This design comes from an exercise in tuning for small area and few clock cycles per item on the open sky130 flow, not from production work.
RTL that was checked went through simulation tests only; none was proved equivalent to the original.
No functional check of the RTL was part of run 1.
Power figures rest on the tool's default switching activity, not on a simulated workload.

[design/flow/flow/run.sh]
#!/bin/bash
# The standard layout with two changes:
# - ABC maps with flow/abc_speed.script, which runs one area-recovering &nf
#   pass instead of the standard script's repeated delay-oriented passes;
#   the rest of synthesis (synth_recipe.tcl and ORFS's synth.tcl) is unchanged.
# - the port buffers inserted before global placement are the smallest
#   buffer, sky130_fd_sc_hd__buf_1; repair_design and repair_timing still
#   resize them where timing or slew needs it.
set -euo pipefail
rm -rf scripts_abc
cp -r "$FLOW_HOME/scripts" scripts_abc
cp flow/abc_speed.script scripts_abc/abc_speed.script
bash standard.sh "SCRIPTS_DIR=$PWD/scripts_abc" \
    'BUFFER_PORTS_ARGS=-buffer_cell sky130_fd_sc_hd__buf_1' finish > standard.log 2>&1
[design/flow/flow/abc_speed.script]
strash
&get -n
&st
&dch
&nf -R 1000
&put
buffer -c
topo
stime -c
upsize -c
dnsize -c
[design/flow/standard.sh]
#!/bin/bash
# synth_recipe.tcl (not shown) runs the flow's synth.tcl, then flattens the netlist and writes it again
# the make line also repeats each setting of config.mk as NAME=value (left out here)
make -C /OpenROAD-flow-scripts/flow DESIGN_CONFIG=/design/flow/config.mk WORK_HOME=/design/flow/orfs CLKGATE_MAP_FILE= SYNTH_SCRIPT=/design/flow/synth_recipe.tcl "${@:-finish}"
[design/flow/config.mk]
export PLATFORM = sky130hd
export DESIGN_NAME = lh_sensor_decoder
export DESIGN_NICKNAME = lh_sensor_decoder
export VERILOG_FILES = /design/flow/design.v
export SDC_FILE = /design/flow/constraint.sdc
export NUM_CORES = 4
export LEC_CHECK = 0
export CAP_MARGIN = 20
export CORE_MARGIN = 2
export CORE_UTILIZATION = 40
export SLEW_MARGIN = 20
[design/flow/constraint.sdc]
create_clock -name core_clock -period 16.0 [get_ports {clk}]
set_input_delay 3.2000 -clock core_clock [delete_from_list [all_inputs] [get_ports {clk}]]
set_output_delay 3.2000 -clock core_clock [all_outputs]
set_load 0.01 [all_outputs]
[design/flow/design.v]
module lh_sync_match #(
    parameter [31:0] CENTER0 = 32'd3000,
    parameter [31:0] STEP    = 32'd500,
    parameter [31:0] TOL     = 32'd200
) (
    input  wire [31:0] length,
    output reg         match,
    output reg  [2:0]  code
);
    integer k;
    reg [31:0] lo, hi;
    always @* begin
        match = 1'b0;
        code  = 3'd0;
        for (k = 0; k < 8; k = k + 1) begin
            lo = CENTER0 + STEP * k - TOL;
            hi = CENTER0 + STEP * k + TOL;
            if (length >= lo && length <= hi) begin
                match = 1'b1;
                code  = k[2:0];
            end
        end
    end
endmodule
module lh_angle (
    input  wire [18:0]        delta,
    output wire signed [17:0] angle
);
    wire [18:0] d  = delta;
    wire [18:0] nd = ~delta;
    wire w1, w2, w3, w4, w5, w6, w7, w8, w9, w10, w11, w12, w13, w14, w15, w16, w17, w18, w19, w20, w21, w22, w23, w24, w25, w26, w27, w28, w29, w30, w31, w32, w33, w34, w35, w36, w37, w38, w39, w40, w41, w42, w43, w44, w45, w46, w47, w48, w49, w50, w51, w52, w53, w54, w55, w56, w57, w58, w59, w60, w61, w62, w63, w64, w65, w66, w67, w68, w69, w70, w71, w72, w73, w74, w75, w76, w77, w78, w79, w80, w81, w82, w83, w84, w85, w86, w87, w88, w89, w90, w91, w92, w93, w94, w95, w96, w97, w98, w99, w100, w101, w102, w103, w104, w105, w106, w107, w108, w109, w110, w111, w112, w113, w114, w115, w116, w117, w118, w119, w120, w121, w122, w123, w124, w125, w126, w127, w128, w129, w130, w131, w132, w133, w134, w135, w136, w137, w138, w139, w140, w141, w142, w143, w144, w145, w146, w147, w148, w149, w150, w151, w152, w153, w154, w155, w156, w157, w158, w159, w160, w161, w162, w163, w164, w165, w166, w167, w168, w169, w170, w171, w172, w173, w174, w175, w176, w177, w178, w179, w180, w181, w182, w183, w184, w185, w186;
    assign w1 = d[0] ^ nd[4];
    assign w2 = d[0] & nd[4];
    assign w3 = d[1] ^ nd[5];
    assign w4 = d[1] & nd[5];
    assign w5 = d[2] ^ nd[6];
    assign w6 = d[2] & nd[6];
    assign w7 = nd[0] ^ d[3] ^ nd[5];
    assign w8 = (nd[0] & d[3]) | (nd[0] & nd[5]) | (d[3] & nd[5]);
    assign w9 = nd[1] ^ d[4] ^ nd[6];
    assign w10 = (nd[1] & d[4]) | (nd[1] & nd[6]) | (d[4] & nd[6]);
    assign w11 = nd[2] ^ d[5] ^ nd[7];
    assign w12 = (nd[2] & d[5]) | (nd[2] & nd[7]) | (d[5] & nd[7]);
    assign w13 = nd[12] ^ d[15];
    assign w14 = nd[12] & d[15];
    assign w15 = nd[3] ^ d[6] ^ nd[8];
    assign w16 = (nd[3] & d[6]) | (nd[3] & nd[8]) | (d[6] & nd[8]);
    assign w17 = nd[13] ^ d[16];
    assign w18 = nd[13] & d[16];
    assign w19 = w1 ^ d[7] ^ nd[9];
    assign w20 = (w1 & d[7]) | (w1 & nd[9]) | (d[7] & nd[9]);
    assign w21 = nd[14] ^ d[17] ^ 1'b1;
    assign w22 = (nd[14] & d[17]) | (nd[14] & 1'b1) | (d[17] & 1'b1);
    assign w23 = w2 ^ w3 ^ d[8];
    assign w24 = (w2 & w3) | (w2 & d[8]) | (w3 & d[8]);
    assign w25 = nd[10] ^ nd[15] ^ d[18];
    assign w26 = (nd[10] & nd[15]) | (nd[10] & d[18]) | (nd[15] & d[18]);
    assign w27 = w4 ^ w5 ^ d[9];
    assign w28 = (w4 & w5) | (w4 & d[9]) | (w5 & d[9]);
    assign w29 = nd[11] ^ nd[16] ^ 1'b1;
    assign w30 = (nd[11] & nd[16]) | (nd[11] & 1'b1) | (nd[16] & 1'b1);
    assign w31 = w6 ^ d[3] ^ nd[7];
    assign w32 = (w6 & d[3]) | (w6 & nd[7]) | (d[3] & nd[7]);
    assign w33 = d[10] ^ nd[12] ^ nd[17];
    assign w34 = (d[10] & nd[12]) | (d[10] & nd[17]) | (nd[12] & nd[17]);
    assign w35 = d[4] ^ nd[8] ^ d[11];
    assign w36 = (d[4] & nd[8]) | (d[4] & d[11]) | (nd[8] & d[11]);
    assign w37 = nd[13] ^ nd[18];
    assign w38 = nd[13] & nd[18];
    assign w39 = d[0] ^ d[5] ^ nd[9];
    assign w40 = (d[0] & d[5]) | (d[0] & nd[9]) | (d[5] & nd[9]);
    assign w41 = d[12] ^ nd[14] ^ 1'b1;
    assign w42 = (d[12] & nd[14]) | (d[12] & 1'b1) | (nd[14] & 1'b1);
    assign w43 = d[1] ^ d[6] ^ nd[10];
    assign w44 = (d[1] & d[6]) | (d[1] & nd[10]) | (d[6] & nd[10]);
    assign w45 = d[13] ^ nd[15] ^ 1'b1;
    assign w46 = (d[13] & nd[15]) | (d[13] & 1'b1) | (nd[15] & 1'b1);
    assign w47 = d[2] ^ d[7] ^ nd[11];
    assign w48 = (d[2] & d[7]) | (d[2] & nd[11]) | (d[7] & nd[11]);
    assign w49 = d[14] ^ nd[16];
    assign w50 = d[14] & nd[16];
    assign w51 = d[3] ^ d[8] ^ nd[12];
    assign w52 = (d[3] & d[8]) | (d[3] & nd[12]) | (d[8] & nd[12]);
    assign w53 = d[15] ^ nd[17];
    assign w54 = d[15] & nd[17];
    assign w55 = d[4] ^ d[9] ^ nd[13];
    assign w56 = (d[4] & d[9]) | (d[4] & nd[13]) | (d[9] & nd[13]);
    assign w57 = d[16] ^ nd[18];
    assign w58 = d[16] & nd[18];
    assign w59 = d[5] ^ d[10] ^ nd[14];
    assign w60 = (d[5] & d[10]) | (d[5] & nd[14]) | (d[10] & nd[14]);
    assign w61 = d[6] ^ d[11] ^ nd[15];
    assign w62 = (d[6] & d[11]) | (d[6] & nd[15]) | (d[11] & nd[15]);
    assign w63 = d[7] ^ d[12];
    assign w64 = d[7] & d[12];
    assign w65 = d[8] ^ d[13];
    assign w66 = d[8] & d[13];
    assign w67 = d[9] ^ d[14];
    assign w68 = d[9] & d[14];
    assign w69 = nd[0] ^ nd[5];
    assign w70 = nd[0] & nd[5];
    assign w71 = nd[1] ^ nd[6] ^ d[9];
    assign w72 = (nd[1] & nd[6]) | (nd[1] & d[9]) | (nd[6] & d[9]);
    assign w73 = d[0] ^ nd[2] ^ nd[7];
    assign w74 = (d[0] & nd[2]) | (d[0] & nd[7]) | (nd[2] & nd[7]);
    assign w75 = d[1] ^ nd[3] ^ nd[8];
    assign w76 = (d[1] & nd[3]) | (d[1] & nd[8]) | (nd[3] & nd[8]);
    assign w77 = d[2] ^ nd[4] ^ nd[9];
    assign w78 = (d[2] & nd[4]) | (d[2] & nd[9]) | (nd[4] & nd[9]);
    assign w79 = w7 ^ nd[10] ^ d[13];
    assign w80 = (w7 & nd[10]) | (w7 & d[13]) | (nd[10] & d[13]);
    assign w81 = w8 ^ w9 ^ nd[11];
    assign w82 = (w8 & w9) | (w8 & nd[11]) | (w9 & nd[11]);
    assign w83 = w10 ^ w11 ^ w13;
    assign w84 = (w10 & w11) | (w10 & w13) | (w11 & w13);
    assign w85 = w12 ^ w14 ^ w15;
    assign w86 = (w12 & w14) | (w12 & w15) | (w14 & w15);
    assign w87 = w16 ^ w18 ^ w19;
    assign w88 = (w16 & w18) | (w16 & w19) | (w18 & w19);
    assign w89 = w20 ^ w22 ^ w23;
    assign w90 = (w20 & w22) | (w20 & w23) | (w22 & w23);
    assign w91 = w24 ^ w26 ^ w27;
    assign w92 = (w24 & w26) | (w24 & w27) | (w26 & w27);
    assign w93 = w28 ^ w30 ^ w31;
    assign w94 = (w28 & w30) | (w28 & w31) | (w30 & w31);
    assign w95 = w32 ^ w34 ^ w35;
    assign w96 = (w32 & w34) | (w32 & w35) | (w34 & w35);
    assign w97 = w36 ^ w38 ^ w39;
    assign w98 = (w36 & w38) | (w36 & w39) | (w38 & w39);
    assign w99 = w40 ^ w42 ^ w43;
    assign w100 = (w40 & w42) | (w40 & w43) | (w42 & w43);
    assign w101 = w44 ^ w46 ^ w47;
    assign w102 = (w44 & w46) | (w44 & w47) | (w46 & w47);
    assign w103 = w48 ^ w50 ^ w51;
    assign w104 = (w48 & w50) | (w48 & w51) | (w50 & w51);
    assign w105 = w52 ^ w54 ^ w55;
    assign w106 = (w52 & w54) | (w52 & w55) | (w54 & w55);
    assign w107 = w56 ^ w58 ^ w59;
    assign w108 = (w56 & w58) | (w56 & w59) | (w58 & w59);
    assign w109 = w60 ^ w61 ^ d[18];
    assign w110 = (w60 & w61) | (w60 & d[18]) | (w61 & d[18]);
    assign w111 = w62 ^ w63 ^ nd[16];
    assign w112 = (w62 & w63) | (w62 & nd[16]) | (w63 & nd[16]);
    assign w113 = w64 ^ w65 ^ nd[17];
    assign w114 = (w64 & w65) | (w64 & nd[17]) | (w65 & nd[17]);
    assign w115 = w66 ^ w67 ^ nd[18];
    assign w116 = (w66 & w67) | (w66 & nd[18]) | (w67 & nd[18]);
    assign w117 = w68 ^ d[10] ^ d[15];
    assign w118 = (w68 & d[10]) | (w68 & d[15]) | (d[10] & d[15]);
    assign w119 = nd[1] ^ d[4];
    assign w120 = nd[1] & d[4];
    assign w121 = nd[2] ^ d[5];
    assign w122 = nd[2] & d[5];
    assign w123 = nd[3] ^ d[6];
    assign w124 = nd[3] & d[6];
    assign w125 = nd[4] ^ d[7];
    assign w126 = nd[4] & d[7];
    assign w127 = w69 ^ d[8] ^ 1'b1;
    assign w128 = (w69 & d[8]) | (w69 & 1'b1) | (d[8] & 1'b1);
    assign w129 = w70 ^ w71 ^ 1'b1;
    assign w130 = (w70 & w71) | (w70 & 1'b1) | (w71 & 1'b1);
    assign w131 = w72 ^ w73 ^ d[10];
    assign w132 = (w72 & w73) | (w72 & d[10]) | (w73 & d[10]);
    assign w133 = w74 ^ w75 ^ d[11];
    assign w134 = (w74 & w75) | (w74 & d[11]) | (w75 & d[11]);
    assign w135 = w76 ^ w77 ^ d[12];
    assign w136 = (w76 & w77) | (w76 & d[12]) | (w77 & d[12]);
    assign w137 = w78 ^ w79 ^ 1'b1;
    assign w138 = (w78 & w79) | (w78 & 1'b1) | (w79 & 1'b1);
    assign w139 = w80 ^ w81 ^ d[14];
    assign w140 = (w80 & w81) | (w80 & d[14]) | (w81 & d[14]);
    assign w141 = w82 ^ w83 ^ 1'b1;
    assign w142 = (w82 & w83) | (w82 & 1'b1) | (w83 & 1'b1);
    assign w143 = w84 ^ w85 ^ w17;
    assign w144 = (w84 & w85) | (w84 & w17) | (w85 & w17);
    assign w145 = w86 ^ w87 ^ w21;
    assign w146 = (w86 & w87) | (w86 & w21) | (w87 & w21);
    assign w147 = w88 ^ w89 ^ w25;
    assign w148 = (w88 & w89) | (w88 & w25) | (w89 & w25);
    assign w149 = w90 ^ w91 ^ w29;
    assign w150 = (w90 & w91) | (w90 & w29) | (w91 & w29);
    assign w151 = w92 ^ w93 ^ w33;
    assign w152 = (w92 & w93) | (w92 & w33) | (w93 & w33);
    assign w153 = w94 ^ w95 ^ w37;
    assign w154 = (w94 & w95) | (w94 & w37) | (w95 & w37);
    assign w155 = w96 ^ w97 ^ w41;
    assign w156 = (w96 & w97) | (w96 & w41) | (w97 & w41);
    assign w157 = w98 ^ w99 ^ w45;
    assign w158 = (w98 & w99) | (w98 & w45) | (w99 & w45);
    assign w159 = w100 ^ w101 ^ w49;
    assign w160 = (w100 & w101) | (w100 & w49) | (w101 & w49);
    assign w161 = w102 ^ w103 ^ w53;
    assign w162 = (w102 & w103) | (w102 & w53) | (w103 & w53);
    assign w163 = w104 ^ w105 ^ w57;
    assign w164 = (w104 & w105) | (w104 & w57) | (w105 & w57);
    assign w165 = w106 ^ w107 ^ d[17];
    assign w166 = (w106 & w107) | (w106 & d[17]) | (w107 & d[17]);
    assign w167 = w108 ^ w109 ^ 1'b1;
    assign w168 = (w108 & w109) | (w108 & 1'b1) | (w109 & 1'b1);
    assign w169 = w110 ^ w111 ^ 1'b1;
    assign w170 = (w110 & w111) | (w110 & 1'b1) | (w111 & 1'b1);
    assign w171 = w112 ^ w113 ^ 1'b1;
    assign w172 = (w112 & w113) | (w112 & 1'b1) | (w113 & 1'b1);
    assign w173 = w114 ^ w115 ^ 1'b1;
    assign w174 = (w114 & w115) | (w114 & 1'b1) | (w115 & 1'b1);
    assign w175 = w116 ^ w117 ^ 1'b1;
    assign w176 = (w116 & w117) | (w116 & 1'b1) | (w117 & 1'b1);
    assign w177 = w118 ^ d[11] ^ d[16];
    assign w178 = (w118 & d[11]) | (w118 & d[16]) | (d[11] & d[16]);
    assign w179 = d[12] ^ d[17] ^ 1'b1;
    assign w180 = (d[12] & d[17]) | (d[12] & 1'b1) | (d[17] & 1'b1);
    assign w181 = d[13] ^ d[18] ^ 1'b1;
    assign w182 = (d[13] & d[18]) | (d[13] & 1'b1) | (d[18] & 1'b1);
    assign w183 = d[14] ^ 1'b1;
    assign w184 = d[14] & 1'b1;
    assign w185 = d[15] ^ 1'b1;
    assign w186 = d[15] & 1'b1;
    wire [36:0] ra = {d[18], d[17], w186, w184, w182, w180, w178, w176, w174, w172, w170, w168, w166, w164, w162, w160, w158, w156, w154, w152, w150, w148, w146, w144, w142, w140, w138, w136, w134, w132, w130, w128, w126, w124, w122, w120, w119};
    wire [36:0] rb = {1'b1, 1'b0, d[16], w185, w183, w181, w179, w177, w175, w173, w171, w169, w167, w165, w163, w161, w159, w157, w155, w153, w151, w149, w147, w145, w143, w141, w139, w137, w135, w133, w131, w129, w127, w125, w123, w121, 1'b1};
    wire [36:0] sum;
    lh_add #(37) u_add (.a(ra), .b(rb), .cin(1'b0), .s(sum), .cout());
    assign angle = sum[36:19];
endmodule
module lh_csa #(parameter W = 32) (
    input  wire [W-1:0] a,
    input  wire [W-1:0] b,
    input  wire [W-1:0] c,
    output wire [W-1:0] s,
    output wire [W-1:0] co
);
    wire [W-1:0] m = (a & b) | (a & c) | (b & c);
    assign s  = a ^ b ^ c;
    assign co = {m[W-2:0], 1'b0};
endmodule
module lh_add #(parameter W = 32) (
    input  wire [W-1:0] a,
    input  wire [W-1:0] b,
    input  wire         cin,
    output wire [W-1:0] s,
    output wire         cout
);
    reg [W-1:0] g, p, G, P;
    integer l, i, d;
    always @* begin
        p = a ^ b;
        g = a & b;
        g[0] = g[0] | (p[0] & cin);
        G = g;
        P = p;
        for (l = 0; (1 << l) < W; l = l + 1) begin
            d = 1 << l;
            for (i = 0; i < W; i = i + 1)
                if ((i % (2 * d)) == 2 * d - 1) begin
                    G[i] = G[i] | (P[i] & G[i - d]);
                    P[i] = P[i] & P[i - d];
                end
        end
        for (l = 16; l >= 0; l = l - 1) begin
            d = 1 << l;
            if (2 * d < W)
                for (i = 0; i < W; i = i + 1)
                    if (i >= 3 * d - 1 && (i % (2 * d)) == d - 1) begin
                        G[i] = G[i] | (P[i] & G[i - d]);
                        P[i] = P[i] & P[i - d];
                    end
        end
    end
    assign s    = p ^ {G[W-2:0], cin};
    assign cout = G[W-1];
endmodule
module lh_add_cs #(parameter W = 32, parameter LO = 16) (
    input  wire [W-1:0] a,
    input  wire [W-1:0] b,
    input  wire         cin,
    output wire [W-1:0] s,
    output wire         cout
);
    wire [W:0]    c;
    wire [W:LO]   c0, c1;
    wire [W-1:LO] s0, s1;
    assign c[0] = cin;
    genvar i;
    generate
        for (i = 0; i < LO; i = i + 1) begin : g_lo
            assign s[i]   = a[i] ^ b[i] ^ c[i];
            assign c[i+1] = (a[i] & b[i]) | (a[i] & c[i]) | (b[i] & c[i]);
        end
        assign c0[LO] = 1'b0;
        assign c1[LO] = 1'b1;
        for (i = LO; i < W; i = i + 1) begin : g_hi
            assign s0[i]   = a[i] ^ b[i] ^ c0[i];
            assign c0[i+1] = (a[i] & b[i]) | (a[i] & c0[i]) | (b[i] & c0[i]);
            assign s1[i]   = a[i] ^ b[i] ^ c1[i];
            assign c1[i+1] = (a[i] & b[i]) | (a[i] & c1[i]) | (b[i] & c1[i]);
        end
    endgenerate
    assign s[W-1:LO] = c[LO] ? s1 : s0;
    assign cout      = c[LO] ? c1[W] : c0[W];
endmodule
module lh_ootx_decoder (
    input  wire        clk,
    input  wire        rst,
    input  wire        bit_valid,
    input  wire        bit_in,
    output wire        wr_en,
    output wire [6:0]  wr_addr,
    output wire [15:0] wr_data,
    output wire        done,
    output wire [8:0]  length,
    output wire        padding
);
    reg        in_frame;     
    reg        in_data;      
    reg [16:0] acc;
    reg [6:0]  count;        
    reg [7:0]  half_len;     
    reg        pad;
    wire        word_end = acc[16];
    wire [15:0] word     = acc[15:0];
    wire        too_long = (word[15:8] != 8'd0) || (word[7:2] == 6'h3f && word[1:0] != 2'd0);
    wire [7:0]  half_n   = {1'b0, word[7:1]} + 8'd2 + {7'd0, word[0]};
    wire [7:0]  count_n  = {1'b0, count} + 8'd1;
    assign wr_en   = bit_valid && in_frame && in_data && word_end && bit_in;
    assign wr_addr = count;
    assign wr_data = word;
    assign done    = wr_en && (count_n == half_len);
    assign length  = {half_len, 1'b0};
    assign padding = pad;
    always @(posedge clk) begin
        if (rst) begin
            in_frame <= 1'b0;
            in_data  <= 1'b0;
            acc      <= 17'h1ffff;
        end else if (bit_valid) begin
            if (!in_frame) begin
                if (acc == 17'd0 && bit_in) begin
                    in_frame <= 1'b1;
                    in_data  <= 1'b0;
                    acc      <= 17'd1;
                end else begin
                    acc <= {acc[15:0], bit_in};
                end
            end else if (!word_end) begin
                acc <= {acc[15:0], bit_in};
            end else if (!bit_in || (!in_data && too_long) || done) begin
                in_frame <= 1'b0;
                acc      <= 17'h1ffff;
            end else begin
                in_data <= 1'b1;
                acc     <= 17'd1;
            end
        end
        if (bit_valid && in_frame && word_end && bit_in) begin
            if (!in_data) begin
                half_len <= half_n;
                pad      <= word[0];
                count    <= 7'd0;
            end else begin
                count    <= count_n[6:0];
            end
        end
    end
endmodule
module lh_pulse_classifier #(
    parameter [31:0] T_SHORT  = 32'd720,
    parameter [31:0] T_GAP    = 32'd38400,
    parameter [31:0] T_WINDOW = 32'd384000
) (
    input  wire        clk,
    input  wire        rst,
    input  wire        step,           
    input  wire [31:0] fall_ref,
    input  wire [31:0] rise,
    input  wire [31:0] duty_in,
    output reg  [2:0]  kind,
    output wire [31:0] length,
    output wire [31:0] duty,
    output wire [18:0] delta,
    output wire [1:0]  slot,
    output wire        skip,
    output wire        rotor,
    output wire        data,
    output wire        bit_fwd
);
    localparam [2:0] K_NONE = 3'd0, K_SWEEP_VALID = 3'd1, K_SWEEP_INVALID = 3'd2,
                     K_GUARD = 3'd3, K_SYNC = 3'd4, K_UNMATCHED = 3'd5;
    reg [31:0] zero_time;
    reg        axis;
    reg        lh_bit;
    reg        got_sweep;
    reg        got_skip;
    reg        got_not_skip;
    wire len_co;
    lh_add_cs #(32, 16) u_len (.a(rise), .b(~fall_ref), .cin(1'b1), .s(length), .cout(len_co));
    assign duty = duty_in;
    wire [32:0] ts, tc, t;
    lh_csa #(33) u_tcsa (.a({1'b0, rise}), .b({1'b0, fall_ref}), .c({~zero_time, 1'b1}),
                         .s(ts), .co(tc));
    lh_add #(33) u_t (.a(ts), .b({tc[32:1], 1'b1}), .cin(1'b1), .s(t), .cout());
    wire [31:0] dfull = {t[32] ^ ~len_co, t[31:1]};
    assign delta = dfull[18:0];
    wire is_sweep = length < T_SHORT;
    wire is_guard = (duty > T_GAP) || got_sweep;
    wire sweep_ok = !got_sweep && got_skip && got_not_skip && (dfull <= T_WINDOW);
    wire       match;
    wire [2:0] code;
    lh_sync_match u_match (
        .length (length),
        .match  (match),
        .code   (code)
    );
    assign skip  = code[2];
    assign rotor = code[0];
    assign data  = code[1];
    assign slot  = {lh_bit, axis};
    wire sweep = step && is_sweep;
    wire guard = step && !is_sweep && is_guard;
    wire sync  = step && !is_sweep && !is_guard && match;
    always @* begin
        if (!step)           kind = K_NONE;
        else if (is_sweep)   kind = sweep_ok ? K_SWEEP_VALID : K_SWEEP_INVALID;
        else if (is_guard)   kind = K_GUARD;
        else if (match)      kind = K_SYNC;
        else                 kind = K_UNMATCHED;
    end
    assign bit_fwd = sync && !skip && got_skip;
    always @(posedge clk) begin
        if (rst) begin
            got_sweep    <= 1'b0;
            got_skip     <= 1'b0;
            got_not_skip <= 1'b0;
        end else begin
            if (sweep || guard) begin
                got_sweep    <= sweep;
                got_skip     <= 1'b0;
                got_not_skip <= 1'b0;
            end
            if (sync) begin
                if (!skip)
                    got_not_skip <= 1'b1;
                else
                    got_skip     <= 1'b1;
            end
        end
        if (sync) begin
            lh_bit <= skip;
            if (!skip) begin
                zero_time <= fall_ref;
                axis      <= rotor;
            end
        end
    end
endmodule
module lh_sensor_decoder (
    input  wire               clk,
    input  wire               rst,
    input  wire               in_valid,
    output wire               in_ready,
    input  wire               in_fall_valid,
    input  wire [31:0]        in_fall_ts,
    input  wire               in_rise_valid,
    input  wire [31:0]        in_rise_ts,
    output reg                out_valid,
    output wire [2:0]         out_kind,
    output wire [31:0]        out_length,
    output wire [31:0]        out_duty,
    output wire [1:0]         out_slot,
    output wire signed [17:0] out_angle,
    output wire               out_skip,
    output wire               out_rotor,
    output wire               out_data,
    output wire               out_bit_fwd,
    output wire               ob_we,
    output wire [6:0]         ob_addr,
    output wire [15:0]        ob_wdata,
    output wire               frame_done,
    output wire [8:0]         frame_length,
    output wire               frame_padding
);
    assign in_ready = 1'b1;
    reg [31:0] last_fall;
    reg [31:0] last_rise;
    reg [31:0] duty;         
    reg        rise_v;       
    always @(posedge clk) begin
        if (rst) begin
            out_valid <= 1'b0;
            last_fall <= 32'd0;
            last_rise <= 32'd0;
        end else begin
            out_valid <= in_valid;
            if (in_valid && in_fall_valid)
                last_fall <= in_fall_ts;
            if (in_valid && in_rise_valid)
                last_rise <= in_rise_ts;
        end
        duty      <= duty_n;
        rise_v    <= in_rise_valid;
    end
    wire [31:0] duty_n;
    lh_add_cs #(32, 22) u_duty (.a(in_rise_ts), .b(~last_rise), .cin(1'b1), .s(duty_n), .cout());
    wire step = out_valid && rise_v;      
    wire [2:0]  kind;
    wire        sync_nskip, sync_skip, sweep_or_guard, is_sweep;
    wire [18:0] delta;
    lh_pulse_classifier u_cls (
        .clk            (clk),
        .rst            (rst),
        .step           (step),
        .fall_ref       (last_fall),
        .rise           (last_rise),
        .duty_in        (duty),
        .kind           (kind),
        .length         (out_length),
        .duty           (out_duty),
        .delta          (delta),
        .slot           (out_slot),
        .skip           (out_skip),
        .rotor          (out_rotor),
        .data           (out_data),
        .bit_fwd        (out_bit_fwd)
    );
    assign out_kind = kind;
    lh_angle u_angle (
        .delta (delta),
        .angle (out_angle)
    );
    lh_ootx_decoder u_ootx (
        .clk       (clk),
        .rst       (rst),
        .bit_valid (out_bit_fwd),
        .bit_in    (out_data),
        .wr_en     (ob_we),
        .wr_addr   (ob_addr),
        .wr_data   (ob_wdata),
        .done      (frame_done),
        .length    (frame_length),
        .padding   (frame_padding)
    );
endmodule
==> results of run 1 <==
-- registers in the layout, indices dropped and copies added, names as in the netlist --
| signal | cells |
|---|---|
| duty | 32 |
| last_fall | 32 |
| last_rise | 32 |
| u_cls.zero_time | 32 |
| u_ootx.acc | 17 |
| u_ootx.half_len | 8 |
| u_ootx.count | 7 |
| out_valid | 1 |
| rise_v | 1 |
| u_cls.axis | 1 |
| u_cls.got_not_skip | 1 |
| u_cls.got_skip | 1 |
| u_cls.got_sweep | 1 |
| u_cls.lh_bit | 1 |
| u_ootx.in_data | 1 |
| u_ootx.in_frame | 1 |
| u_ootx.pad | 1 |
-- final cells by class --
| type | instances | area, um2 | area share, % |
|---|---|---|---|
| Antenna cell | 2 | 5.00 | 0.0312 |
| Clock buffer | 23 | 544 | 3.39 |
| Clock inverter | 9 | 118 | 0.733 |
| Inverter | 326 | 1220 | 7.63 |
| Multi-Input combinational cell | 974 | 8880 | 55.4 |
| Sequential cell | 170 | 3910 | 24.3 |
| Tap cell | 461 | 577 | 3.60 |
| Timing Repair Buffer | 202 | 790 | 4.92 |
-- how the worst max path moves through the flow --
| stage | start | endpoint | slack [ns] | cells past startpoint |
|---|---|---|---|---|
| after global routing | last_fall[2] | out_angle[16] | 0.51 | 50 |
| after CTS | last_fall[2] | out_angle[16] | 1.54 | 50 |
| after floorplan | last_rise[0] | out_bit_fwd | 2.19 | 37 |
| after global placement | last_fall[2] | out_angle[16] | 2.41 | 50 |
| after detailed placement | last_fall[2] | out_angle[16] | 2.06 | 50 |
| final | last_fall[2] | out_angle[16] | 1.74 | 50 |
-- power by group through the flow --
stage	Combinational (mW)	Sequential (mW)	Clock, mW
2_1_floorplan	1.79	0.504	0
3_3_place_gp	2.44	0.500	0
3_5_place_dp	2.50	0.500	0
4_1_cts	2.51	0.491	0.471
5_1_grt	2.86	0.494	0.485
6_report	2.45	0.491	0.460
-- layout by cell type (no fill, tap or decap), types with 9 or more instances in the layout --
cell / netlist / final
inv_1: 324 / 324
buf_1: 3 / 193
fa_1: 149 / 149
nor2_1: 138 / 138
ha_1: 132 / 132
dfxtp_1: 120 / 119
a211oi_1: 74 / 74
nand2_1: 71 / 69
a21oi_1: 58 / 58
edfxtp_1: 50 / 50
xnor2_1: 49 / 49
a21o_1: 33 / 33
o21ai_0: 28 / 28
clkbuf_16: 0 / 21
xor2_1: 19 / 19
nand4_1: 19 / 19
nor3_1: 18 / 18
mux2i_1: 17 / 17
nor4_1: 16 / 16
nand3_1: 14 / 14
o21ai_1: 13 / 13
nand2b_1: 13 / 13
a211o_1: 12 / 12
a31oi_1: 9 / 9
nor2b_1: 9 / 9
-- metrics by stage --
| step | power [mW] | worst slack [ns] | cells | cell area, um2 |
|---|---|---|---|---|
| after floorplan | 2.29 | 2.19 | 1517 | 14200 |
| after global placement | 2.94 | 2.41 | 2133 | 15400 |
| after detailed placement | 3.00 | 2.06 | 2133 | 15400 |
| after CTS | 3.47 | 1.54 | 2165 | 16000 |
| after global routing | 3.84 | 0.511 | 2165 | 16000 |
| final | 3.40 | 1.74 | 2167 | 16000 |
-- worst max-delay path, delay by kind of cell (launching register included) --
kind            cells  cell delay [ns]
xor+xnor            2             0.39
buf+inv             6             0.68
flops               1             0.38
compound gates     23             5.13
fa+ha+maj           8             3.25
simple gates       11             0.79
-- cells by family after synthesis --
| group | share of synthesized area (%) |
|---|---|
| AOI/OAI and AO/OA | 12.9 |
| and+or+nand+nor | 11.5 |
| xor gates and xnor gates | 4.19 |
| adders and majority gates | 32.6 |
| DFF | 27.5 |
| other | 0.0529 |
| buffers and inverters | 10.0 |
| muxes | 1.20 |
-- per-layer routing --
layer  GRT usage (%)  part of all wire [%]
met3            4.40                   5.5
met4            6.19                   1.9
met5               0                     0
met1            27.2                    46
met2            33.1                    47
==> results.toml, run 1 <==
[run_status]
status = "no timing/DRC/antenna violations"

[die]
coreArea_um2 = 35200
start_util_pct = 40.3
io_pins = 197
die_h_um = 192
num_rows = 69
die_w_um = 192
die_area_um2 = 37000

[critical_path]
crit_type = "reg2out"
cpMaxStageDelayCell = "fa_1"
r2r_start = "last_rise[0]"
required_ns = 12.80
critPathMaxStageDelay_ns = 0.61
timing.rr.end = "u_ootx.acc[16]"
reg2reg_depth = 40
crit_path_end_kind = "output pin"
r2r_slack_ns = 4.80
worst-path-max-fanout = 5
cp_common_cell = "fa_1"
worst_ep_arrival_time_ns = 11.06
critPathLaunchType = "flop"

[hold_path]
hp-class = "reg2reg"
whs_path_depth = 0
hold_end = "u_cls.zero_time[11]"
min-delay-start = "last_fall[11]"

[synth]
synth_ff_type = "dfxtp_1"
ys_seq_area_share_pct = 27.5
synthArstFlopShare_pct = 0
synth_seq_cells = 170
ys_types = 65
syn_nets = 1867
synth_area_um2 = 14200
synth_most_common_cell = "inv_1"
synth_top_area_share_pct = 21.0
netlist_instances = 1517
ys_top_cells_by_area = "fa_1 21%, dfxtp_1 17%, ha_1 12%"
yosys-top-cells-count = "324 x inv_1, 149 x fa_1, 138 x nor2_1"
yosysWarnings = 6
synth-edff-count = 50
yosys.area.top_type = "fa_1"
avgSynthCellArea_um2 = 9.36

[sta]
fmaxAchievable_mhz = 70.1
final.min_clock_period_ns = 14.26
setup_viol = 0
relSlewSlack_pct = 29.9
holdWs_ns = 0.429
hold_viol_final = 0
post-route-period-util_pct = 89.1
report.final.slew_viol_count = 0
rsz0062_at_grt = "false"
finalSetupTns_ns = 0
worst_pin_slew_ns = 1.04
fin_skew_ns = 0.0130

[clock_tree]
hold_buffers = 0
cts_buffer_depth = 2
root_buffer = "clkbuf_16"
cts_buffers = 17
h-tree-depth = 4
insertion_delay_ns = 0.44
clock_sinks = 170
cts_tree = "done"
post_cts_resized = 0
cts_setup_buffers = 0
path_clk_slew_ns = 0.07

[grt]
grt_pass1_vias = 10857
antenna_found_initial = 2
overflow = 0
grt_usage_pct = 20.4
grt_pass1_wl_um = 57900
grt_start_max_net_pins = 88

[place]
port_buffers = 194
routabilityCongestion = 0.885
hpwl_um = 29600

[final_layout]
drive_gt1_share_pct = 3.93
area_delta_synth_final_pct = 12.9
num-nets-final = 2041
n_fill_cell = 3457
final_util_pct = 45.5

[power]
p_comb_share_pct = 72.0
vdd_drop_max_mv = 0.648
seqPwrFrac_pct = 14.4
p_int_mw = 1.74
clock_power_share_pct = 13.5
p_sw_share_pct = 48.9
p_sw_mw = 1.66
power_density_nw_per_um2 = 212
leakagePower_nw = 7.20

[routing]
wl_per_cell_um = 16.9
drt_wl_total_um = 36700
ant_nets = 0
firstDrtPassIters = 5
post-route-drc-count = 0
vias_per_cell = 5.01
vias = 10848
drtIter0Drc = 672

[flow_run]
maxCapViolCount = 0
==> run 2: changes to the inputs <==
--- a/design/flow/design.v
+++ b/design/flow/design.v
@@ -386,3 +386,3 @@
                      K_GUARD = 3'd3, K_SYNC = 3'd4, K_UNMATCHED = 3'd5;
-    reg [31:0] zero_time;
+    reg [31:0] zero_time_n;  
     reg        axis;
@@ -396,3 +396,3 @@
     wire [32:0] ts, tc, t;
-    lh_csa #(33) u_tcsa (.a({1'b0, rise}), .b({1'b0, fall_ref}), .c({~zero_time, 1'b1}),
+    lh_csa #(33) u_tcsa (.a({1'b0, rise}), .b({1'b0, fall_ref}), .c({zero_time_n, 1'b1}),
                          .s(ts), .co(tc));
@@ -447,3 +447,3 @@
             if (!skip) begin
-                zero_time <= fall_ref;
+                zero_time_n <= ~fall_ref;
                 axis      <= rotor;
==> design/flow/flow/abc_speed.script (replaced) <==
strash
&get -n
&st
&syn2
&dch
&nf -R 1000
&put
topo
stime -c
upsize -c
dnsize -c
==> results.toml, run 2 <==
[sta]
fin_skew_ns = 0.0138
rsz0062_at_grt = "false"
finalSetupTns_ns = 0
final.min_clock_period_ns = 15.28
report.final.slew_viol_count = 0
hold_viol_final = 0
worst_pin_slew_ns = 1.07
post-route-period-util_pct = 95.5
relSlewSlack_pct = 28.9
setup_viol = 0
fmaxAchievable_mhz = 65.5

[routing]
drt_wl_total_um = 35400
vias = 10683
firstDrtPassIters = 5
vias_per_cell = 5.13
post-route-drc-count = 0
drtIter0Drc = 695
wl_per_cell_um = 17.0
ant_nets = 0

[critical_path]
critPathLaunchType = "flop"
crit_type = "reg2out"
r2r_start = "last_rise[0]"
cpMaxStageDelayCell = "fa_1"
crit_path_end_kind = "output pin"
worst_ep_arrival_time_ns = 12.08
critPathMaxStageDelay_ns = 0.72
crit_start = "last_rise[0]"
cp_common_cell = "fa_1"
worst-path-max-fanout = 37
required_ns = 12.80

[synth]
avgSynthCellArea_um2 = 9.68
synthArstFlopShare_pct = 0
ys_top_cells_by_area = "fa_1 22%, dfxtp_1 18%, ha_1 12%"
synth_area_um2 = 13600
ys_types = 67
synth_top_area_share_pct = 21.9
syn_nets = 1754
yosysWarnings = 6
synth_most_common_cell = "clkinv_1"
synth_seq_cells = 170
ys_seq_area_share_pct = 28.7
yosys.area.top_type = "fa_1"
synth-edff-count = 50
netlist_instances = 1404
synth_ff_type = "dfxtp_1"
yosys-top-cells-count = "282 x clkinv_1, 149 x fa_1, 138 x nor2_1"

[final_layout]
drive_gt1_share_pct = 3.31
area_delta_synth_final_pct = 14.1
n_fill_cell = 3305
final_common_cell = "clkinv_1"
final_cell_mix = "282 x clkinv_1, 193 x buf_1, 149 x fa_1"
num-nets-final = 1969
final_cells = 2082

[clock_tree]
root_buffer = "clkbuf_16"
h-tree-depth = 4
insertion_delay_ns = 0.45
path_clk_slew_ns = 0.07
cts_buffer_depth = 2
cts_tree = "done"
cts_buffers = 17
clock_sinks = 170
hold_buffers = 0

[power]
leakagePower_nw = 5.88
power_density_nw_per_um2 = 215
vdd_drop_max_mv = 0.390

[place]
port_buffers = 194
hpwl_um = 28900
routabilityCongestion = 0.890
dpl.cell_count = 2047

[die]
num_rows = 67
coreArea_um2 = 33500
die_h_um = 188
die_w_um = 188
start_util_pct = 40.5
io_pins = 197
die_area_um2 = 35500

[grt]
grt_pass1_vias = 10536
overflow = 0
grt_usage_pct = 20.4
grt_pass1_wl_um = 56400
grt_start_max_net_pins = 88
antenna_found_initial = 2

[run_status]
status = "no timing/DRC/antenna violations"

[hold_path]
hp-class = "reg2reg"
min-delay-start = "u_cls.got_not_skip"

[flow_run]
maxCapViolCount = 0
run 2: cell count changes after synthesis, moves of 16 or more:
| cell | delta |
|---|---|
| nand2_1 | -16 |
| clkinv_1 | +281 |
| a21oi_1 | +30 |
| clkbuf_1 | -37 |
| inv_1 | -324 |
| a21o_1 | -18 |
run 2: cells by family (layout without fill, tap and decap cells):
logic type | after synthesis | in the layout | synth area share, %
adders and majority gates | 281 | 281 | 34.1
muxes | 8 | 8 | 0.607
DFF | 170 | 170 | 28.7
buffers and inverters | 288 | 516 | 8.06
AOI/OAI and AO/OA | 272 | 272 | 12.9
xor gates and xnor gates | 68 | 68 | 4.38
and+or+nand+nor | 315 | 315 | 11.2
other | 2 | 4 | 0.0552
run 2: metrics by stage:
stage	cell area, um2	setup slack (ns)	power [mW]	util, %	hold WS [ns]
final	15500	0.723	3.33	46.3	0.498
after global routing	15500	0.00629	3.72	46.2	0.528
after CTS	15500	0.487	3.39	46.2	0.497
after detailed placement	14900	0.940	2.96	44.4	0.481
after global placement	14900	1.20	2.91	44.4	0.472
after floorplan	13600	2.23	2.31	-	0.453
run 2: final cells by class:
cell class	count	area (um2)	area share, %
Clock inverter	11	109	0.702
Timing Repair Buffer	200	774	4.99
Inverter	284	1070	6.87
Tap cell	448	561	3.61
Sequential cell	170	3900	25.2
Antenna cell	2	5.00	0.0323
Clock buffer	21	483	3.11
Multi-Input combinational cell	946	8610	55.5
run 2: repair_timing:
| action | CTS | global route |
|---|---|---|
| gates resized for setup | 0 | 1 |
| setup buffers | 0 | 0 |
| setup endpoints to repair | 0 | 1 |
run 2: critical path: cells and delay by family (launching register included):
family | cells | cell delay (ns)
buf+inv | 6 | 0.57
fa+ha+maj | 16 | 5.69
mux | 1 | 0.34
flops | 1 | 0.35
simple gates | 12 | 4.21
xor+xnor | 1 | 0.14
compound gates | 2 | 0.32
run 2: worst paths after layout:
| path | end | slack, ns | cells after the start |
|---|---|---|---|
| max | frame_done | 0.72 | 38 |
| min | u_cls.got_not_skip | 0.50 | 2 |
| max reg2reg | u_ootx.acc[16] | 3.77 | 42 |
| min reg2reg | u_cls.got_not_skip | 0.50 | 2 |
run 2: power breakdown:
group	switching (mW)	total [mW]	internal (mW)	leakage, nW
clock	0.185	0.420	0.235	0.282
combinational	1.43	2.42	0.990	4.16
sequential	0.0258	0.496	0.471	1.44
run 2: per-layer routing:
layer	vias to the layer above	wire length (um)	global-route usage, %
met3	48	2130	4.51
li1	5163	-	-
met5	-	0	0
met1	5181	15800	27.0
met4	0	929	6.91
met2	291	16500	33.0
Testbench counts of run 2, summed over its fixed seeds: cycles 80,008, polls 80,000.
==> run 3: changes to the inputs <==
--- a/design/flow/config.mk
+++ b/design/flow/config.mk
@@ -9,3 +9,4 @@
 export CORE_MARGIN = 2
-export CORE_UTILIZATION = 40
+export CORE_UTILIZATION = 60
+export CTS_BUF_LIST = sky130_fd_sc_hd__clkbuf_8
 export SLEW_MARGIN = 20
==> results.toml, run 3 <==
[run_status]
status = "no timing/DRC/antenna violations"

[critical_path]
timing.rr.end = "u_ootx.acc[16]"
critPathLaunchType = "flop"
r2r_start = "last_rise[0]"
cp_common_cell = "fa_1"
crit_type = "reg2out"
critPathMaxStageDelay_ns = 0.72
cpMaxStageDelayCell = "fa_1"
worst_ep_arrival_time_ns = 12.05
worst-path-max-fanout = 37
r2r_slack_ns = 3.77
reg2reg_depth = 43
required_ns = 12.80
crit_path_end_kind = "output pin"

[clock_tree]
hold_buffers = 0
cts_tree = "done"
path_clk_slew_ns = 0.11
root_buffer = "clkbuf_8"
clock_sinks = 170
h-tree-depth = 4
post_cts_resized = 0
insertion_delay_ns = 0.46
cts_setup_buffers = 0
cts_buffer_depth = 2
cts_buffers = 17

[routing]
drtIter0Drc = 810
wl_met2_um = 15800
wl_met3_um = 2650
post-route-drc-count = 0
ant_nets = 0
topRoutingLayerUsed = "met5"
drt_wl_total_um = 33000
drt-met1-wl_um = 14100
firstDrtPassIters = 6
wl_per_cell_um = 17.2
vias_per_cell = 5.53
vias = 10621

[synth]
synth_seq_cells = 170
synth_area_um2 = 13600
synth_ff_type = "dfxtp_1"
ys_types = 67
yosys.area.top_type = "fa_1"
synth-edff-count = 50
syn_nets = 1754
ys_top_cells_by_area = "fa_1 22%, dfxtp_1 18%, ha_1 12%"
yosys-top-cells-count = "282 x clkinv_1, 149 x fa_1, 138 x nor2_1"
netlist_instances = 1404
yosysWarnings = 6
synth_most_common_cell = "clkinv_1"
synthArstFlopShare_pct = 0
avgSynthCellArea_um2 = 9.68
synth_top_area_share_pct = 21.9
ys_seq_area_share_pct = 28.7

[hold_path]
min-delay-start = "u_cls.got_not_skip"
hp-class = "reg2reg"
whs_path_depth = 2
hold_end = "u_cls.got_not_skip"

[place]
routabilityCongestion = 0.969
hpwl_um = 26800
port_buffers = 194

[sta]
relSlewSlack_pct = 29.3
worst_pin_slew_ns = 1.06
finalSetupTns_ns = 0
post-route-period-util_pct = 95.3
fmaxAchievable_mhz = 65.6
setup_viol = 0
report.final.slew_viol_count = 0
fin_skew_ns = 0.0267
hold_viol_final = 0
final.min_clock_period_ns = 15.25
rsz0062_at_grt = "false"

[grt]
grt_usage_pct = 28.4
grt_start_max_net_pins = 88
grt_pass1_vias = 10656
overflow = 0
grt_pass1_wl_um = 53400
antenna_found_initial = 2

[power]
power_density_nw_per_um2 = 212
leakagePower_nw = 5.79
vdd_drop_max_mv = 0.515

[die]
num_rows = 55
start_util_pct = 60.6
coreArea_um2 = 22400
die_area_um2 = 23900
die_h_um = 155
io_pins = 197
die_w_um = 155

[final_layout]
final_common_cell = "clkinv_1"
final_cell_mix = "282 x clkinv_1, 193 x buf_1, 149 x fa_1"
n_fill_cell = 1949
num-nets-final = 1970
area_delta_synth_final_pct = 11.0
drive_gt1_share_pct = 3.43
final_util_pct = 67.3

[flow_run]
maxCapViolCount = 0
-- run 3: area by class of cell --
class,instances,area (um2),share of cell area [%]
Antenna cell,1,2.50,0.0166
Clock buffer,17,234,1.55
Clock inverter,15,148,0.978
Inverter,284,1070,7.06
Multi-Input combinational cell,946,8600,57.0
Sequential cell,170,3900,25.9
Tap cell,285,357,2.36
Timing Repair Buffer,201,782,5.18
-- run 3: report_power, final --
part           switching [mW]  internal, mW
Sequential             0.0254         0.470
Combinational            1.42         0.990
Clock                   0.185         0.116
-- run 3: kinds of logic (layout without fill, tap and decap cells) --
| group | Yosys count | count (layout) | synth area share [%] |
|---|---|---|---|
| xor gates and xnor gates | 68 | 68 | 4.38 |
| muxes | 8 | 8 | 0.607 |
| other | 2 | 3 | 0.0552 |
| adders and majority gates | 281 | 281 | 34.1 |
| DFF | 170 | 170 | 28.7 |
| AOI/OAI and AO/OA | 272 | 272 | 12.9 |
| and+or+nand+nor | 315 | 315 | 11.2 |
| buffers and inverters | 288 | 517 | 8.06 |
-- run 3: metal layers --
layer	up-vias	track usage (%)
met3	29	6.61
met1	5106	38.1
li1	5143	-
met2	341	47.5
met4	2	6.17
met5	-	0
-- run 3: how the worst max path moves through the flow --
stage | from | to | slack (ns)
after floorplan | last_rise[0] | frame_done | 2.23
after global placement | last_rise[0] | frame_done | 1.48
after detailed placement | last_rise[0] | frame_done | 1.17
after CTS | last_rise[0] | frame_done | 0.68
after global routing | last_rise[0] | frame_done | 0.19
final | last_rise[0] | frame_done | 0.75
-- run 3: metrics by stage --
| step | worst slack, ns | instances | cell area [um2] | hold slack [ns] | total power [mW] |
|---|---|---|---|---|---|
| 6_report | 0.750 | 1919 | 15100 | 0.510 | 3.20 |
| 5_1_grt | 0.187 | 1918 | 15100 | 0.534 | 3.60 |
| 4_1_cts | 0.682 | 1918 | 15100 | 0.508 | 3.24 |
| 3_5_place_dp | 1.17 | 1886 | 14700 | 0.483 | 2.93 |
| 3_3_place_gp | 1.48 | 1886 | 14700 | 0.471 | 2.86 |
| 2_1_floorplan | 2.23 | 1404 | 13600 | 0.453 | 2.31 |
-- run 3: critical path, delay by kind of cell (launching register included) --
| family | cells | cell delay, ns |
|---|---|---|
| buffers and inverters | 7 | 0.84 |
| DFF | 1 | 0.36 |
| xor gates and xnor gates | 1 | 0.13 |
| adders and majority gates | 16 | 5.65 |
| AOI/OAI and AO/OA | 2 | 0.34 |
| muxes | 1 | 0.33 |
| and+or+nand+nor | 12 | 3.92 |
==> run 4: changes to the inputs <==
==> design/flow/flow/run.sh (replaced) <==
#!/bin/bash
# The standard layout with three changes:
# - ABC maps with flow/abc_speed.script, which runs one area-recovering &nf
#   pass instead of the standard script's repeated delay-oriented passes;
#   the rest of synthesis (synth_recipe.tcl and ORFS's synth.tcl) is unchanged.
# - after synthesis, flow/fa_polarity.py re-chooses which full adders work on
#   complemented signals (a full adder is self-dual) so that fewer inverters
#   are needed; registers and everything else are left as synthesis made them.
# - the port buffers inserted before global placement are the smallest
#   buffer, sky130_fd_sc_hd__buf_1; repair_design and repair_timing still
#   resize them where timing or slew needs it.
# Each tool's output goes to a log file here.
set -euo pipefail
rm -rf scripts_abc
cp -r "$FLOW_HOME/scripts" scripts_abc
cp flow/abc_speed.script scripts_abc/abc_speed.script
ARGS=("SCRIPTS_DIR=$PWD/scripts_abc" 'BUFFER_PORTS_ARGS=-buffer_cell sky130_fd_sc_hd__buf_1')
bash standard.sh "${ARGS[@]}" synth > synth.log 2>&1
R=orfs/results/sky130hd/lh_sensor_decoder/base
cp "$R/1_2_yosys.v" "$R/1_2_yosys.before_polarity.v"
python3 flow/fa_polarity.py "$R/1_2_yosys.before_polarity.v" "$R/1_2_yosys.v" > polarity.log 2>&1
rm -f "$R/1_synth.odb" "$R/1_synth.sdc"
bash standard.sh "${ARGS[@]}" finish > standard.log 2>&1
==> design/flow/flow/fa_polarity.py (new file) <==
#!/usr/bin/env python3
"""Re-choose the polarity of full adders in a mapped sky130hd netlist to use
fewer inverters.  A full adder is self-dual: fa(~a, ~b, ~c) = (~sum, ~cout),
so each fa_1 may compute the complement of its outputs from the complement of
its inputs.  The script removes the inverters (inv_N, clkinv_N), chooses per
full adder whether it works on complements (a local search that lowers the
number of nets that need an inverter), then adds back one inverter per net
whose complement some pin needs.  Inverters that drive a port or a net used
in an assign are kept.  The function of the netlist does not change.
usage: fa_polarity.py in.v out.v"""
import re, sys, random

src = open(sys.argv[1]).read()
m = re.search(r'\bmodule\s+(\w+)', src)
body_start = src.index(';', m.end()) + 1
body_end = src.rindex('endmodule')
head, body, tail = src[:body_start], src[body_start:body_end], src[body_end:]

inst_re = re.compile(r'^\s*(sky130_fd_sc_hd__\w+)\s+(\S+)\s*\((.*?)\);\s*$', re.S | re.M)
pin_re = re.compile(r'\.(\w+)\(\s*([^()]*?)\s*\)')

ports = set()
for d in re.finditer(r'^\s*(input|output|inout)\s+(?:wire\s+)?(\[(\d+):(\d+)\]\s*)?([^;]+);', body, re.M):
    for name in d.group(5).split(','):
        name = name.strip()
        if d.group(2):
            hi, lo = int(d.group(3)), int(d.group(4))
            for i in range(min(hi, lo), max(hi, lo) + 1):
                ports.add('%s[%d]' % (name, i))
        ports.add(name)
assigned = set()
for a in re.finditer(r'^\s*assign\s+(.*?)\s*=\s*(.*?);', body, re.M):
    for s in re.split(r'[{},\s]+', a.group(1) + ' ' + a.group(2)):
        if s:
            assigned.add(s)

OUT = {'X', 'Y', 'Q', 'Q_N', 'COUT', 'SUM', 'HI', 'LO'}
cells = []
for mm in inst_re.finditer(body):
    pins = [(p, s) for p, s in pin_re.findall(mm.group(3))]
    cells.append({'type': mm.group(1), 'name': mm.group(2), 'pins': pins, 'span': mm.span()})

def is_inv(t):
    return re.fullmatch(r'sky130_fd_sc_hd__(clk)?inv_\d+', t) is not None
def is_fa(t):
    return re.fullmatch(r'sky130_fd_sc_hd__fa_\d+', t) is not None

inv_of = {}          # output net of a removable inverter -> its input net
kept = []
for c in cells:
    if is_inv(c['type']):
        d = dict(c['pins'])
        y, a = d['Y'], d['A']
        if y in ports or y in assigned or y.startswith("1'"):
            kept.append(c)
        else:
            inv_of[y] = a
            c['removed'] = True

def base(net):
    """(root net, parity) through removable inverters"""
    q = 0
    while net in inv_of:
        net = inv_of[net]
        q ^= 1
    return net, q

driver = {}
for c in cells:
    if c.get('removed'):
        continue
    for p, s in c['pins']:
        if p in OUT:
            driver[s] = c

fas = [c for c in cells if is_fa(c['type']) and not c.get('removed')]
for i, c in enumerate(fas):
    c['idx'] = i
    outs = [s for p, s in c['pins'] if p in OUT]
    c['frozen'] = any(s in ports or s in assigned for s in outs)

# consumers: root net -> list of (cell or None, parity needed)
uses = {}
for c in cells:
    if c.get('removed'):
        continue
    for p, s in c['pins']:
        if p in OUT or s.startswith("1'"):
            continue
        r, q = base(s)
        uses.setdefault(r, []).append((c, q))
for pt in ports | assigned:
    if pt in inv_of:
        r, q = base(pt)
        uses.setdefault(r, []).append((None, q))

flip = [0] * len(fas)
def fl(c):
    return flip[c['idx']] if c is not None and 'idx' in c else 0

def net_cost(r):
    d = driver.get(r)
    have = fl(d) if d is not None else 0
    return 1 if any((q ^ fl(c)) != have for c, q in uses.get(r, [])) else 0

def nets_of(c):
    return set(base(s)[0] for p, s in c['pins'] if not s.startswith("1'"))

total = sum(net_cost(r) for r in uses)
before = total
random.seed(1)
best = (total, flip[:])
for rnd in range(200):
    improved = False
    order = list(range(len(fas)))
    random.shuffle(order)
    for i in order:
        c = fas[i]
        if c['frozen']:
            continue
        ns = nets_of(c)
        old = sum(net_cost(r) for r in ns)
        flip[i] ^= 1
        new = sum(net_cost(r) for r in ns)
        if new < old or (new == old and random.random() < 0.1):
            total += new - old
            improved = improved or new < old
        else:
            flip[i] ^= 1
    if total < best[0]:
        best = (total, flip[:])
flip[:] = best[1]
total = sum(net_cost(r) for r in uses)

# rebuild
need_inv = {}
k = [0]
def inv_net(r):
    if r not in need_inv:
        k[0] += 1
        need_inv[r] = '_fapol%d_' % k[0]
    return need_inv[r]

def phys(net, c_consumer):
    r, q = base(net)
    d = driver.get(r)
    have = fl(d) if d is not None else 0
    want = q ^ fl(c_consumer)
    return r if want == have else inv_net(r)

def esc(s):
    # an escaped identifier ends at white space
    return s + ' ' if s.startswith('\\') else s

out = []
pos = 0
for c in cells:
    a, b = c['span']
    out.append(body[pos:a])
    pos = b
    if c.get('removed'):
        continue
    pins = []
    for p, s in c['pins']:
        if p in OUT or s.startswith("1'"):
            pins.append((p, s))
        else:
            pins.append((p, phys(s, c)))
    out.append('  %s %s (\n%s\n  );' % (c['type'], c['name'],
               ',\n'.join('    .%s(%s)' % (p, esc(s)) for p, s in pins)))
out.append(body[pos:])
newbody = ''.join(out)
decl = ''.join('  wire %s;\n' % w for w in need_inv.values())
invs = ''.join('  sky130_fd_sc_hd__inv_1 _fapolinv%d_ (\n    .A(%s),\n    .Y(%s)\n  );\n' % (i, r, w)
               for i, (r, w) in enumerate((esc(r), w) for r, w in need_inv.items()))
open(sys.argv[2], 'w').write(head + '\n' + decl + newbody + invs + tail)
sys.stderr.write('fa_polarity: %d removable inverters, %d full adders (%d flipped), %d inverters after (cost before %d)\n'
                 % (len(inv_of), len(fas), sum(flip), len(need_inv), before))
==> results.toml, run 4 <==
[critical_path]
worst-path-max-fanout = 37
r2r_start = "last_rise[0]"
critPathLaunchType = "flop"
path_buf_inv = 7
crit_path_end_kind = "output pin"
r2r_slack_ns = 3.83
cpMaxStageDelayCell = "fa_1"
worst_ep_arrival_time_ns = 11.96
cp_common_cell = "fa_1"
critPathMaxStageDelay_ns = 0.73
critPathTopFamily = "adder cells"
reg2reg_depth = 43
timing.rr.end = "u_ootx.acc[16]"
required_ns = 12.80
crit_type = "reg2out"

[sta]
final.min_clock_period_ns = 15.16
hold_viol_final = 0
relSlewSlack_pct = 32.0
fin_skew_ns = 0.0263
post-route-period-util_pct = 94.8
worst_pin_slew_ns = 1.02
fmaxAchievable_mhz = 66.0
finalSetupTns_ns = 0
setup_viol = 0
report.final.slew_viol_count = 0
rsz0062_at_grt = "false"

[clock_tree]
cts_tree = "done"
clock_sinks = 170
insertion_delay_ns = 0.47
root_buffer = "clkbuf_8"
cts_buffer_depth = 2
cts_setup_buffers = 0
hold_buffers = 0
cts_buffers = 17
h-tree-depth = 4
post_cts_resized = 0
path_clk_slew_ns = 0.11

[power]
leakagePower_nw = 6.16
vdd_drop_max_mv = 0.422
seqPwrFrac_pct = 15.7
clock_power_share_pct = 10.2
p_sw_mw = 1.58
power_density_nw_per_um2 = 211
p_comb_share_pct = 74.1
p_int_mw = 1.56
design_power_total_mw = 3.14
p_sw_share_pct = 50.3

[routing]
drtIter0Drc = 705
drt_wl_total_um = 32900
vias = 10271
vias_per_cell = 5.58
post-route-drc-count = 0
firstDrtPassIters = 5
ant_nets = 0
wl_per_cell_um = 17.9

[place]
port_buffers = 194
hpwl_um = 26400
routabilityCongestion = 0.975

[run_status]
status = "no timing/DRC/antenna violations"

[final_layout]
n_fill_cell = 1798
drive_gt1_share_pct = 3.46
area_delta_synth_final_pct = 11.5
final_common_cell = "buf_1"
final_cell_mix = "193 x buf_1, 191 x inv_1, 149 x fa_1"
multi_input_area_um2 = 8600
seq_area_um2 = 3900
num-nets-final = 1898

[hold_path]
min-delay-start = "u_cls.got_not_skip"
hp-class = "reg2reg"
hold_end = "u_cls.got_not_skip"
whs_path_depth = 2

[synth]
yosysWarnings = 6
synth_area_um2 = 13300
syn_nets = 1682
netlist_instances = 1332
avgSynthCellArea_um2 = 10.0

[grt]
overflow = 0
grt_pass1_wl_um = 53800
grt_pass1_vias = 10518
antenna_found_initial = 3
grt_start_max_net_pins = 88
grt_usage_pct = 29.0

[die]
num_rows = 54
coreArea_um2 = 21800
die_h_um = 153
die_area_um2 = 23400
die_w_um = 153
start_util_pct = 61.1
io_pins = 197

[flow_run]
maxCapViolCount = 0
-- run 4: final cells by class --
class                      count  share of cell area (%)
antenna                        1                  0.0168
timing repair buffer         201                    5.26
sequential                   170                    26.3
clock buffer                  17                    1.57
inverter                     212                    5.36
tap                          280                    2.36
multi-input combinational    946                    57.9
clock inverter                15                    1.26
-- run 4: metal layers --
layer | global-route usage [%] | vias to the layer above | share of wire, %
met5 | 0 | - | 0.033
met4 | 6.39 | 2 | 1.7
met3 | 6.12 | 50 | 6.5
met2 | 48.7 | 309 | 48
met1 | 38.9 | 4938 | 44
li1 | - | 4972 | -
-- run 4: metrics by stage --
step                      std cells  instance area (um2)  util [%]  hold slack [ns]  setup WS (ns)
final                          1842                14900      68.1            0.514          0.839
after floorplan                1332                13300         -            0.457           2.34
after detailed placement       1809                14400      66.1            0.487           1.37
after global routing           1841                14900      68.1            0.552          0.186
after CTS                      1841                14900      68.1            0.515          0.837
after global placement         1809                14400      66.1            0.474           1.65
-- run 4: power by group through the flow --
stage               clock network, mW  registers [mW]  logic [mW]
floorplan                           0           0.507        1.72
global placement                    0           0.504        2.26
detailed placement                  0           0.504        2.35
CTS                             0.325           0.494        2.36
global route                    0.344           0.498        2.68
finish                          0.321           0.494        2.33
-- run 4: worst max-delay path by stage --
| stage | startpoint | cells past startpoint | slack, ns | endpoint |
|---|---|---|---|---|
| global placement | last_rise[0] | 39 | 1.65 | frame_done |
| CTS | last_rise[0] | 39 | 0.84 | frame_done |
| finish | last_rise[0] | 39 | 0.84 | frame_done |
| global route | last_rise[0] | 39 | 0.19 | frame_done |
| detailed placement | last_rise[0] | 39 | 1.37 | frame_done |
| floorplan | last_rise[0] | 37 | 2.34 | frame_done |
-- run 4: worst register-to-register path: cells and delay by family, from the launching register on --
family,cells,cell delay (ns)
fa+ha+maj,16,5.64
buf+inv,6,0.59
simple gates,15,4.46
xor+xnor,1,0.13
compound gates,4,0.55
mux,1,0.37
flops,1,0.36
==> run 5: changes to the inputs <==
--- a/design/flow/config.mk
+++ b/design/flow/config.mk
@@ -9,4 +9,3 @@
 export CORE_MARGIN = 2
-export CORE_UTILIZATION = 60
-export CTS_BUF_LIST = sky130_fd_sc_hd__clkbuf_8
+export CORE_UTILIZATION = 40
 export SLEW_MARGIN = 20
==> results.toml, run 5 <==
[final_layout]
drive_gt1_share_pct = 3.01
num-nets-final = 1899
fin_area_um2 = 15200
final_cell_mix = "193 x buf_1, 191 x inv_1, 149 x fa_1"
final_common_cell = "buf_1"
area_delta_synth_final_pct = 14.1

[sta]
hold_viol_final = 0
worst_pin_slew_ns = 1.06
setup_slack_ns = 0.809
final.min_clock_period_ns = 15.19
finalSetupTns_ns = 0
fin_skew_ns = 0.0108
setup_viol = 0
post-route-period-util_pct = 94.9
fmaxAchievable_mhz = 65.8
report.final.slew_viol_count = 0
holdWs_ns = 0.497
rsz0062_at_grt = "false"
relSlewSlack_pct = 29.3

[routing]
wl_met3_um = 2320
post-route-drc-count = 0
wl_met2_um = 16900
drt-met1-wl_um = 15700
drtIter0Drc = 590
ant_nets = 0
drt_wl_total_um = 35500
vias = 10338
firstDrtPassIters = 5
vias_per_cell = 5.16
wl_per_cell_um = 17.7
topRoutingLayerUsed = "met4"

[die]
coreArea_um2 = 32700
die_w_um = 187
start_util_pct = 40.7
io_pins = 197
num_rows = 66
die_area_um2 = 34800
die_h_um = 187

[place]
pre_cts_ws_ns = 1.26
port_buffers = 194
hpwl_um = 28800
placed_area_um2 = 14600
routabilityCongestion = 0.874

[clock_tree]
path_clk_slew_ns = 0.06
cts_buffer_depth = 2
clock_sinks = 170
post_cts_resized = 0
root_buffer = "clkbuf_16"
cts_buffers = 17
insertion_delay_ns = 0.44
h-tree-depth = 4
cts_tree = "done"
cts_setup_buffers = 0
hold_buffers = 0

[synth]
synth_area_um2 = 13300
avgSynthCellArea_um2 = 10.0
netlist_instances = 1332
syn_nets = 1682
yosysWarnings = 6

[grt]
grt_pass1_wl_um = 56700
antenna_found_initial = 1
overflow = 0
grt_usage_pct = 20.8
grt_pass1_vias = 10531
grt_start_max_net_pins = 88

[critical_path]
worst_ep_arrival_time_ns = 11.99
worst-path-max-fanout = 37
crit_type = "reg2out"
critPathLaunchType = "flop"
required_ns = 12.80
crit_path_end_kind = "output pin"
cpMaxStageDelayCell = "fa_1"
critPathMaxStageDelay_ns = 0.72
cp_common_cell = "fa_1"

[hold_path]
hp-class = "reg2reg"

[power]
power_density_nw_per_um2 = 213
design_power_total_mw = 3.24
vdd_drop_max_mv = 0.331
leakagePower_nw = 6.22

[flow_run]
maxCapViolCount = 0

[run_status]
status = "no timing/DRC/antenna violations"
[run 5: through the flow]
| stage | utilization, % | cells |
|---|---|---|
| finish | 46.5 | 2005 |
| global route | 46.5 | 2004 |
| CTS | 46.5 | 2004 |
| detailed placement | 44.8 | 1972 |
| global placement | 44.8 | 1972 |
| floorplan | - | 1332 |
[run 5: worst paths after layout]
check	slack [ns]	depth (start not counted)	from	end
hold reg to reg	0.50	2	u_cls.got_not_skip	u_cls.got_not_skip
setup reg to reg	3.82	43	last_rise[0]	u_ootx.acc[16]
hold / removal	0.50	2	u_cls.got_not_skip	u_cls.got_not_skip
setup / recovery	0.81	39	last_rise[0]	frame_done
[run 5: per-layer routing]
| metal | track usage [%] | up-vias |
|---|---|---|
| li1 | - | 4980 |
| met1 | 27.0 | 5037 |
| met2 | 34.4 | 285 |
| met3 | 5.27 | 36 |
| met4 | 5.71 | 0 |
| met5 | 0 | - |
[run 5: cell type report]
cell class / instances / area [um2]
diodes: 1 / 2.50
clock buffers: 27 / 504
clock inverters: 5 / 57.6
fillers: 3199 / 17500
inverters: 212 / 796
multi-input cells: 946 / 8600
flip-flops and latches: 170 / 3900
well taps: 442 / 553
repair buffers: 202 / 790
[run 5: worst max-delay path: cells and delay by family (launching register included)]
| family | cells | cell delay (ns) |
|---|---|---|
| AOI/OAI and AO/OA | 2 | 0.30 |
| xor gates and xnor gates | 1 | 0.13 |
| adders and majority gates | 16 | 5.63 |
| buffers and inverters | 7 | 0.77 |
| DFF | 1 | 0.33 |
| muxes | 1 | 0.34 |
| and+or+nand+nor | 12 | 4.00 |
[run 5: power by group]
part,switching [mW],leakage (nW),internal [mW]
registers,0.0247,1.44,0.471
logic,1.38,4.52,0.966
clock network,0.172,0.265,0.232
total,1.57,6.22,1.67

==> re-timing with driven ports <==
No port has a modelled driver above. Below, the same layouts with a new extraction and two added sets of constraints.
Step 1: set_driving_cell puts a clkbuf_16 on clk and a buf_2 on each other input, an assumption about the parent block.
Step 2, shift: input delay + t, output delay - t, t = (earliest + latest rising clock arrival at the registers) / 2. This alone moves slack from input paths to output paths.
Slacks: ideal ports / drivers / drivers and shift; pairs: ideal ports / drivers.
run	shift t [ns]	setup WS [ns]	pins driven straight from the clock port
run 1	0.489	1.738 / 1.687 / 2.177	1
run 2	0.491	0.723 / 0.674 / 1.165	1
run 3	0.494	0.750 / 0.703 / 1.198	1
run 4	0.500	0.839 / 0.796 / 1.296	1
run 5	0.483	0.809 / 0.762 / 1.245	1
After both steps every run listed still meets setup and hold.
